This is an optimization exercise on Yosys and OpenROAD, whose aim is a short achievable clock period and few clock cycles, not a production implementation. In this exercise RTL edits were held to simulation tests only and were not proved equivalent to the original. Power is estimated from default activity; no workload was simulated.

<file path="run.sh">
#!/bin/bash
# synth_recipe.tcl (not shown) runs the flow's synth.tcl, then flattens the netlist and writes it again
# the make line also repeats each setting of config.mk as NAME=value (left out here)
make -C /OpenROAD-flow-scripts/flow DESIGN_CONFIG=/design/flow/config.mk WORK_HOME=/design/flow/orfs CLKGATE_MAP_FILE= SYNTH_SCRIPT=/design/flow/synth_recipe.tcl finish
</file>
<file path="config.mk">
export PLATFORM = sky130hd
export DESIGN_NAME = nibble_core
export DESIGN_NICKNAME = nibble_core
export VERILOG_FILES = /design/flow/design.v
export SDC_FILE = /design/flow/constraint.sdc
export NUM_CORES = 4
export LEC_CHECK = 0
export CAP_MARGIN = 20
export CORE_MARGIN = 2
export CORE_UTILIZATION = 40
export SLEW_MARGIN = 20
</file>
<file path="constraint.sdc">
create_clock -name core_clock -period 6.5 [get_ports {clk}]
set_input_delay 1.3000 -clock core_clock [delete_from_list [all_inputs] [get_ports {clk}]]
set_output_delay 1.3000 -clock core_clock [all_outputs]
set_load 0.01 [all_outputs]
</file>
<file path="design.v">
module nibble_core #(
    parameter W = 320,
    parameter H = 240
) (
    input  wire         clk,
    input  wire         rst_n,         
    input  wire         cmd_valid,
    output wire         cmd_ready,
    input  wire [127:0] cmd_word,
    output reg          done,
    output reg  [2:0]   result,
    output reg          vram_req,
    output reg          vram_we,
    output reg  [15:0]  vram_addr,
    output reg  [7:0]   vram_wdata,
    input  wire         vram_gnt,
    input  wire [7:0]   vram_rdata,
    output reg          text_req,
    output reg  [15:0]  text_addr,
    input  wire         text_gnt,
    input  wire [7:0]   text_rdata,
    output reg          font_req,
    output reg  [8:0]   font_addr,
    input  wire         font_gnt,
    input  wire [7:0]   font_rdata
);
    localparam RB  = W / 2;
    localparam SBC = RB * H;
    localparam OP_SETADDR    = 8'h01;
    localparam OP_SETSTEP    = 8'h02;
    localparam OP_WRBYTE     = 8'h03;
    localparam OP_RMW        = 8'h04;
    localparam OP_CLEAR      = 8'h10;
    localparam OP_SETPIXEL   = 8'h11;
    localparam OP_DRAWLINE   = 8'h20;
    localparam OP_DRAWGLYPH  = 8'h30;
    localparam OP_DRAWSTRING = 8'h31;
    localparam E_OK    = 3'd0;
    localparam E_ADDR  = 3'd1;
    localparam E_GEOM  = 3'd2;
    localparam E_CHAR  = 3'd3;
    localparam E_COLOR = 3'd4;
    localparam E_STEP  = 3'd5;
    localparam E_ILL   = 3'd6;
    localparam S_IDLE     = 5'd0;
    localparam S_DECODE   = 5'd1;
    localparam S_WRBYTE   = 5'd2;
    localparam S_CLEAR    = 5'd3;
    localparam S_PADDR    = 5'd4;    
    localparam S_PRD      = 5'd5;    
    localparam S_PLAT     = 5'd6;    
    localparam S_PWR      = 5'd7;    
    localparam S_PNEXT    = 5'd8;    
    localparam S_SCAN_RD  = 5'd9;    
    localparam S_SCAN_CHK = 5'd10;   
    localparam S_TXT_RD   = 5'd11;   
    localparam S_TXT_LAT  = 5'd12;
    localparam S_FNT_RD   = 5'd13;   
    localparam S_FNT_LAT  = 5'd14;
    localparam S_FINISH   = 5'd15;
    localparam M_RMW   = 3'd0;       
    localparam M_PIXEL = 3'd1;
    localparam M_VLINE = 3'd2;
    localparam M_HLINE = 3'd3;
    localparam M_GLYPH = 3'd4;
    localparam M_TEXT  = 3'd5;
    reg [4:0]   state;
    reg [2:0]   mode;
    reg [127:0] cw;
    reg [2:0]   code;
    reg [15:0]  ADDR;
    reg         STEP;
    reg [15:0]  px, py;              
    reg [15:0]  xe, ye;              
    reg [7:0]   color;               
    reg [7:0]   rmw_m, rmw_v;        
    reg [7:0]   rbuf;                
    reg [15:0]  gx, gy;              
    reg [2:0]   gr, gc;              
    reg [7:0]   rowbits;             
    reg [15:0]  sp;                  
    reg [15:0]  nchar;               
    reg [15:0]  ichar;               
    reg [17:0]  cursor;              
    reg [7:0]   ch;                  
    assign cmd_ready = (state == S_IDLE);
    wire [7:0]  op      = cw[7:0];
    wire [15:0] f_a     = cw[23:8];
    wire        f_n     = cw[8];
    wire [7:0]  f_v8    = cw[15:8];
    wire [7:0]  f_m     = cw[15:8];
    wire [7:0]  f_rv    = cw[23:16];
    wire [15:0] f_x     = cw[23:8];
    wire [15:0] f_y     = cw[39:24];
    wire [7:0]  f_pcol  = cw[47:40];
    wire [15:0] f_x1    = cw[55:40];
    wire [15:0] f_y1    = cw[71:56];
    wire [7:0]  f_lcol  = cw[79:72];
    wire [7:0]  f_gfg   = cw[47:40];
    wire [7:0]  f_gbg   = cw[55:48];
    wire [15:0] f_sp    = cw[23:8];
    wire [15:0] f_sx    = cw[39:24];
    wire [15:0] f_sy    = cw[55:40];
    wire [7:0]  f_sfg   = cw[63:56];
    wire [7:0]  f_sbg   = cw[71:64];
    reg legal;
    always @(*) begin
        case (op)
            OP_SETADDR:    legal = (cw[127:24] == 0);
            OP_SETSTEP:    legal = (cw[127:9]  == 0);
            OP_WRBYTE:     legal = (cw[127:16] == 0);
            OP_RMW:        legal = (cw[127:24] == 0);
            OP_CLEAR:      legal = (cw[127:16] == 0);
            OP_SETPIXEL:   legal = (cw[127:48] == 0);
            OP_DRAWLINE:   legal = (cw[127:80] == 0);
            OP_DRAWGLYPH:  legal = (cw[127:120] == 0);
            OP_DRAWSTRING: legal = (cw[127:72] == 0);
            default:       legal = 1'b0;
        endcase
    end
    wire px_oor    = (f_x >= W) || (f_y >= H);
    wire line_oor  = (f_x >= W) || (f_x1 >= W) || (f_y >= H) || (f_y1 >= H);
    wire line_vert = (f_x == f_x1) && (f_y <= f_y1);
    wire line_horz = (f_y == f_y1) && (f_x < f_x1);
    wire [16:0] gx7 = {1'b0, f_x} + 17'd7;
    wire [16:0] gy7 = {1'b0, f_y} + 17'd7;
    wire glyph_oor = (gx7 >= W) || (gy7 >= H);
    wire [16:0] sy7 = {1'b0, f_sy} + 17'd7;
    wire [31:0] pix_off = py * RB + (px >> 1);
    reg  [7:0] f_gfg_r, f_gbg_r;     
    wire [7:0] cell_col = rowbits[3'd7 - gc] ? f_gfg_r : f_gbg_r;
    wire [7:0] pix_col = (mode == M_GLYPH || mode == M_TEXT) ? cell_col : color;
    wire [7:0] pmask   = px[0] ? 8'h0F : 8'hF0;
    wire [7:0] pval    = px[0] ? {4'h0, pix_col[3:0]} : {pix_col[3:0], 4'h0};
    wire [7:0] cur_m = (mode == M_RMW) ? rmw_m : pmask;
    wire [7:0] cur_v = (mode == M_RMW) ? rmw_v : pval;
    wire [7:0] fidx = ch - 8'd32;
    wire [17:0] cursor7 = cursor + 18'd7;
    always @(posedge clk) begin
        if (!rst_n) begin
            state      <= S_IDLE;
            mode       <= M_RMW;
            cw         <= 128'd0;
            code       <= E_OK;
            ADDR       <= 16'd0;
            STEP       <= 1'b0;
            done       <= 1'b0;
            result     <= E_OK;
            vram_req   <= 1'b0;
            vram_we    <= 1'b0;
            vram_addr  <= 16'd0;
            vram_wdata <= 8'd0;
            text_req   <= 1'b0;
            text_addr  <= 16'd0;
            font_req   <= 1'b0;
            font_addr  <= 9'd0;
            px <= 0; py <= 0; xe <= 0; ye <= 0; color <= 0;
            rmw_m <= 0; rmw_v <= 0; rbuf <= 0;
            gx <= 0; gy <= 0; gr <= 0; gc <= 0; rowbits <= 0;
            f_gfg_r <= 0; f_gbg_r <= 0;
            sp <= 0; nchar <= 0; ichar <= 0; cursor <= 0; ch <= 0;
        end else begin
            done <= 1'b0;
            case (state)
            S_IDLE: begin
                if (cmd_valid) begin
                    cw    <= cmd_word;
                    state <= S_DECODE;
                end
            end
            S_DECODE: begin
                code  <= E_OK;
                state <= S_FINISH;
                if (!legal) begin
                    code <= E_ILL;
                end else begin
                    case (op)
                    OP_SETADDR: begin
                        if (f_a >= SBC) code <= E_ADDR;
                        else            ADDR <= f_a;
                    end
                    OP_SETSTEP: begin
                        STEP <= f_n;
                    end
                    OP_WRBYTE: begin
                        if (ADDR >= SBC) code <= E_ADDR;
                        else             state <= S_WRBYTE;
                    end
                    OP_RMW: begin
                        if (ADDR >= SBC)   code <= E_ADDR;
                        else if (STEP)     code <= E_STEP;
                        else begin
                            mode  <= M_RMW;
                            rmw_m <= f_m;
                            rmw_v <= f_rv;
                            state <= S_PRD;
                        end
                    end
                    OP_CLEAR: begin
                        if (f_v8 > 15) code <= E_COLOR;
                        else begin
                            ADDR  <= 16'd0;
                            STEP  <= 1'b1;
                            state <= S_CLEAR;
                        end
                    end
                    OP_SETPIXEL: begin
                        if (px_oor)           code <= E_ADDR;
                        else if (f_pcol > 15) code <= E_COLOR;
                        else begin
                            mode  <= M_PIXEL;
                            px    <= f_x;
                            py    <= f_y;
                            color <= f_pcol;
                            state <= S_PADDR;
                        end
                    end
                    OP_DRAWLINE: begin
                        if (line_oor)                     code <= E_ADDR;
                        else if (!line_vert && !line_horz) code <= E_GEOM;
                        else if (f_lcol > 15)             code <= E_COLOR;
                        else begin
                            mode  <= line_vert ? M_VLINE : M_HLINE;
                            px    <= f_x;
                            py    <= f_y;
                            xe    <= f_x1;
                            ye    <= f_y1;
                            color <= f_lcol;
                            state <= S_PADDR;
                        end
                    end
                    OP_DRAWGLYPH: begin
                        if (glyph_oor)                       code <= E_ADDR;
                        else if (f_gfg > 15 || f_gbg > 15)   code <= E_COLOR;
                        else begin
                            mode    <= M_GLYPH;
                            gx      <= f_x;
                            gy      <= f_y;
                            px      <= f_x;
                            py      <= f_y;
                            gr      <= 3'd0;
                            gc      <= 3'd0;
                            rowbits <= cw[63:56];
                            f_gfg_r <= f_gfg;
                            f_gbg_r <= f_gbg;
                            state   <= S_PADDR;
                        end
                    end
                    OP_DRAWSTRING: begin
                        mode    <= M_TEXT;
                        sp      <= f_sp;
                        nchar   <= 16'd0;
                        cursor  <= {2'b00, f_sx};
                        f_gfg_r <= f_sfg;
                        f_gbg_r <= f_sbg;
                        state   <= S_SCAN_RD;
                    end
                    default: code <= E_ILL;
                    endcase
                end
            end
            S_WRBYTE: begin
                vram_req   <= 1'b1;
                vram_we    <= 1'b1;
                vram_addr  <= ADDR;
                vram_wdata <= f_v8;
                if (vram_req && vram_gnt) begin
                    vram_req <= 1'b0;
                    vram_we  <= 1'b0;
                    ADDR     <= ADDR + {15'd0, STEP};
                    state    <= S_FINISH;
                end
            end
            S_CLEAR: begin
                vram_req   <= 1'b1;
                vram_we    <= 1'b1;
                vram_addr  <= ADDR;
                vram_wdata <= {f_v8[3:0], f_v8[3:0]};
                if (vram_req && vram_gnt) begin
                    ADDR      <= ADDR + 16'd1;
                    vram_addr <= ADDR + 16'd1;
                    if (ADDR == SBC - 1) begin
                        vram_req <= 1'b0;
                        vram_we  <= 1'b0;
                        state    <= S_FINISH;
                    end
                end
            end
            S_PADDR: begin
                ADDR  <= pix_off[15:0];
                STEP  <= 1'b0;
                state <= S_PRD;
            end
            S_PRD: begin
                vram_req  <= 1'b1;
                vram_we   <= 1'b0;
                vram_addr <= ADDR;
                if (vram_req && vram_gnt) begin
                    vram_req <= 1'b0;
                    state    <= S_PLAT;
                end
            end
            S_PLAT: begin
                rbuf  <= vram_rdata;
                state <= S_PWR;
            end
            S_PWR: begin
                vram_req   <= 1'b1;
                vram_we    <= 1'b1;
                vram_addr  <= ADDR;
                vram_wdata <= (rbuf & ~cur_m) | cur_v;
                if (vram_req && vram_gnt) begin
                    vram_req <= 1'b0;
                    vram_we  <= 1'b0;
                    state    <= S_PNEXT;
                end
            end
            S_PNEXT: begin
                state <= S_PADDR;
                case (mode)
                M_RMW, M_PIXEL: state <= S_FINISH;
                M_VLINE: begin
                    if (py == ye) state <= S_FINISH;
                    else          py    <= py + 16'd1;
                end
                M_HLINE: begin
                    if (px == xe) state <= S_FINISH;
                    else          px    <= px + 16'd1;
                end
                default: begin   
                    gc <= gc + 3'd1;
                    px <= px + 16'd1;
                    if (gc == 3'd7) begin
                        gr <= gr + 3'd1;
                        px <= gx;
                        py <= py + 16'd1;
                        if (mode == M_GLYPH)
                            rowbits <= cw[56 + 8 * (gr + 3'd1) +: 8];
                        else
                            state <= S_FNT_RD;
                        if (gr == 3'd7) begin
                            if (mode == M_GLYPH) begin
                                state <= S_FINISH;
                            end else if (ichar + 16'd1 == nchar) begin
                                state <= S_FINISH;
                            end else begin
                                ichar <= ichar + 16'd1;
                                gx    <= gx + 16'd8;
                                state <= S_TXT_RD;
                            end
                        end
                    end
                end
                endcase
            end
            S_SCAN_RD: begin
                text_req  <= 1'b1;
                text_addr <= sp + nchar;
                if (text_req && text_gnt) begin
                    text_req <= 1'b0;
                    state    <= S_SCAN_CHK;
                end
            end
            S_SCAN_CHK: begin
                if (text_rdata == 8'd0) begin
                    if (f_sfg > 15 || f_sbg > 15) begin
                        code  <= E_COLOR;
                        state <= S_FINISH;
                    end else if (nchar == 16'd0) begin
                        code  <= E_OK;
                        state <= S_FINISH;
                    end else begin
                        code  <= E_OK;
                        ichar <= 16'd0;
                        gx    <= f_sx;
                        gy    <= f_sy;
                        state <= S_TXT_RD;
                    end
                end else if (cursor7 >= W || sy7 >= H) begin
                    code  <= E_ADDR;
                    state <= S_FINISH;
                end else if (text_rdata < 8'd32 || text_rdata > 8'd95) begin
                    code  <= E_CHAR;
                    state <= S_FINISH;
                end else begin
                    nchar  <= nchar + 16'd1;
                    cursor <= cursor + 18'd8;
                    state  <= S_SCAN_RD;
                end
            end
            S_TXT_RD: begin
                text_req  <= 1'b1;
                text_addr <= sp + ichar;
                if (text_req && text_gnt) begin
                    text_req <= 1'b0;
                    state    <= S_TXT_LAT;
                end
            end
            S_TXT_LAT: begin
                ch    <= text_rdata;
                gr    <= 3'd0;
                gc    <= 3'd0;
                px    <= gx;
                py    <= gy;
                state <= S_FNT_RD;
            end
            S_FNT_RD: begin
                font_req  <= 1'b1;
                font_addr <= {fidx[5:0], gr};
                if (font_req && font_gnt) begin
                    font_req <= 1'b0;
                    state    <= S_FNT_LAT;
                end
            end
            S_FNT_LAT: begin
                rowbits <= font_rdata;
                gc      <= 3'd0;
                state   <= S_PADDR;
            end
            S_FINISH: begin
                done   <= 1'b1;
                result <= code;
                state  <= S_IDLE;
            end
            default: state <= S_IDLE;
            endcase
        end
    end
endmodule
</file>
==> summary.txt <==
Worst setup path
  • Worst Setup Path Type: flop to flop
  • Biggest cell delay along the critical path: 0.99 ns
  • Highest-delay cell along the critical path: sky130_fd_sc_hd__dfxtp_1
  • Crit Path Max Fanout: 29
  • Crit end category: flop
  • Series of cell instances along the critical path: nor2b_1, nand3_1, buf_4, mux2_2, ha_1, fa_1, a211oi_1, o21a_1, o21ai_0, a41oi_1, a21oi_1, a21o_1, a21oi_1, xnor2_1, nand2_1, a21oi_1
  • First element of the critical path: state[2]
  • Data required time at the worst endpoint: 7.04 ns
  • Reg2reg start: state[2]
  • Arrival time at the worst endpoint: 5.10 ns
  • Number of buffer and inverter stages on the critical path: 1
  • Startpoint class of the critical path: flop
  • Dominant cell type by count on the critical path: sky130_fd_sc_hd__a21oi_1
  • Family with the most delay on the worst path: compound AO/OA/AOI/OAI gates

Global route
  • Combined global-route utilization of all metal layers: 27.8%
  • Largest net degree at the start of global routing: 112
  • GR peak layer: met2
  • Wire length of the first global-routing pass: 138000 µm
  • Met1 track demand over resource: 37.4%
  • Met2 layer usage reported by global route: 44.4%
  • Grt total ovfl: 0
  • Global-route met3 utilization: 4.66%
  • Number of antenna violations at the first check in global routing: 2
  • Via count of the first global-routing pass: 23000

Clocking
  • Post-CTS Setup Bufs: 0
  • Clock-pin slew on the worst setup and hold paths: 0.07 ns
  • Largest buffer count on any clock path: 3
  • Clock network latency to the later pin of the worst-skew pair: 0.63 ns
  • Root Buffer: sky130_fd_sc_hd__clkbuf_16
  • Number of clock sinks: 430
  • Post-cts sizing count: 0
  • H-tree depth: 2
  • Total CTS buffers: 50
  • CTS tree: yes
  • Quantity of hold-fixing buffers added after cts: 0

Synth
  • Cell area after technology mapping: 0.0246 mm²
  • Async SR Flop Fraction: 0%
  • Post-synth net total: 3421
  • FF+latch count, synth: 430
  • Number of flops mapped to enable cells by yosys: 0
  • Number of synthesis warnings: 1
  • Part of the Yosys area used for sequential elements: 35.0%
  • Most instantiated flip-flop cell in the synthesis netlist: sky130_fd_sc_hd__dfxtp_1
  • Distinct cell type count after synthesis: 102
  • Cells after synthesis: 3173
  • Average instance area after synthesis: 7.76 µm²

Cells and area
  • Nets@finish: 3496
  • Layout-stage area growth over the synthesis result: 16.9%
  • Most common cell after layout, fill and taps aside: sky130_fd_sc_hd__nand2_1
  • Fill cell instance count of the final layout: 6005
  • Leading cell types in the layout, fill and taps excluded: 613 x sky130_fd_sc_hd__nand2_1, 429 x sky130_fd_sc_hd__dfxtp_1, 365 x sky130_fd_sc_hd__a21oi_1
  • Share of final-layout standard cells stronger than drive strength 1: 7.46%

Timing
  • Worst-margin pin slew: 1.10 ns
  • Accumulated negative setup slack: 0 ns
  • Final critical-path required period: 4.56 ns
  • Setup repair after global routing missed its margin: no
  • Final Hold Violating Endpoints: 0
  • Final worst clock skew: 0.0326 ns
  • Worst slew slack as a fraction of its limit: 26.2%
  • Final-report max-slew violation count: 0
  • Final count of negative-setup-slack endpoints: 0
  • Fin worst setup slack: 1.94 ns
  • Peak Freq: 0.220 GHz
  • Ratio of final minimum period to clock period: 70.1%

Route
  • Pre-Repair DR Iteration Count: 8
  • Count of unresolved DRC violations after routing: 0
  • Via count: 24600
  • Number of violations reported at the end of detailed-routing iteration 0: 2452
  • Number of routed nets with antenna violations: 0
  • Drt via density: 6.05
  • Routed wirelength normalized by instance count: 22.4 µm
  • Total Routed Length: 91300 µm

Run status
  • Outcome: finished clean

Floorplan
  • Boundary pin count: 216
  • Die height: 252 µm
  • Total number of placement rows: 90
  • Initial cell density of the core: 40.6%
  • Die outline width: 252 µm
  • Core area: 0.0606 mm²
  • Area of the die: 0.0635 mm²

Min path
  • Min-delay src: ch[5]
  • Tightest Hold Check Type: flop to flop

Power and ir drop
  • Leakage power: 0.0101 µW
  • Total power density per cell area: 331 mW/mm²
  • Maximum VDD drop: 0.249 mV

Placed design
  • Placed wire-length estimate: 66100 µm
  • Weighted congestion at the end of routability-driven global placement: 0.968
  • Count of input and output buffers: 215
  • Post-placement setup slack: 1.89 ns

Job
  • Number of max-cap violations: 0
where the power goes:
| part | switching, µW | internal [µW] | leakage [µW] |
|---|---|---|---|
| Clock | 1210 | 1640 | 0.000803 |
| Sequential | 579 | 2960 | 0.00348 |
| Combinational | 2030 | 1110 | 0.00582 |
layer usage:
metal,up-vias,wire [µm]
li1,11500,-
met1,11800,38700
met2,1100,41300
met3,201,7610
met4,0,3760
met5,-,0
kinds of logic (layout without fill, tap and decap cells):
kind of cell,after synthesis,after routing,share of synthesized area [%]
and+or+nand+nor,1324,1324,24.6
buffers and inverters,304,417,5.07
other,0,2,0
muxes,75,75,4.04
adders and majority gates,90,90,4.67
xor gates and xnor gates,124,124,4.41
DFF,430,430,35.0
AOI/OAI and AO/OA,826,826,22.3
worst paths after layout:
kind | end | slack (ns) | cells past startpoint
setup / recovery | text_addr[14] | 1.94 | 16
hold / removal | font_addr[8] | 0.44 | 1
setup reg to reg | text_addr[14] | 1.94 | 16
hold reg to reg | font_addr[8] | 0.44 | 1
sequential cells by signal (all words and copies together), names as in the netlist, 6 cells and up:
register and flops:
xe 16, sp 16, nchar 16, font_addr 9
text_addr 16, ye 16, gy 16, cw 128
cursor 18, ichar 16, px 16, py 16
ADDR 16, rbuf 8, vram_wdata 8, rowbits 8
rmw_v 8, ch 6, rmw_m 8, gx 16
vram_addr 16
synth_stat cells, drive strengths merged, types with 17 or more instances:
cell / count / area share [%]
nand2: 614 / 9.4
dfxtp: 430 / 35
a21oi: 371 / 7.6
nor2: 296 / 4.5
clkbuf: 192 / 2.9
o21ai: 120 / 2.5
nand3: 90 / 1.9
ha: 87 / 4.4
xnor2: 76 / 2.7
inv: 68 / 1.0
nor3: 64 / 1.3
nand4: 56 / 1.5
xor2: 48 / 1.7
nor4: 47 / 1.5
a221oi: 44 / 1.6
a211oi: 43 / 1.6
buf: 43 / 1.1
mux2i: 43 / 1.7
o211ai: 39 / 1.3
and3: 36 / 0.91
o31ai: 33 / 1.2
or3: 22 / 0.56
nand2b: 21 / 0.53
a222oi: 20 / 0.81
mux4: 18 / 1.6
a22oi: 17 / 0.52
area by class of cell:
type	count	area [µm²]	area share (%)
clock inverter	20	235	0.817
timing repair buffer	258	2470	8.58
tap	782	978	3.40
multi-input combinational	2439	14800	51.5
inverter	69	267	0.926
clock buffer	70	1410	4.89
antenna	2	5.00	0.0174
sequential	430	8610	29.9
through the flow:
stage	area [µm²]	cells	power [µW]	util (%)	hold slack (ns)
6_report	28800	4070	9520	47.5	0.438
2_1_floorplan	24600	3173	5480	-	0.413
5_1_grt	28800	4068	9960	47.5	0.463
4_1_cts	28800	4068	9480	47.5	0.434
3_3_place_gp	27100	3978	6590	44.8	0.422
3_5_place_dp	27100	3978	6660	44.8	0.426
Testbench counts, summed over its fixed seeds: cycles 1,175,351.

port drivers added, routing unchanged:
No port has a modelled driver above. Below, the same layout with a new extraction and two added sets of constraints.
Step 1 assumes that a clkbuf_16 drives the clock port and a buf_2 every other input.
Step 2 also shifts input and output timing later by t, the mid clock arrival at the registers, as if the neighbouring blocks saw the same clock.
a / b / c = no drivers / after step 1 / after step 2; a / b = the first two.
t, ns: 0.673
setup WS [ns]: 1.945 / 1.945 / 1.802
worst setup path at the end: input to register
latest minus earliest clock arrival (ns): 0.032 / 0.032
After both steps this run still meets setup and hold. The setup slack of this run moves by 0.000 ns with the drivers and by -0.143 ns with both steps.
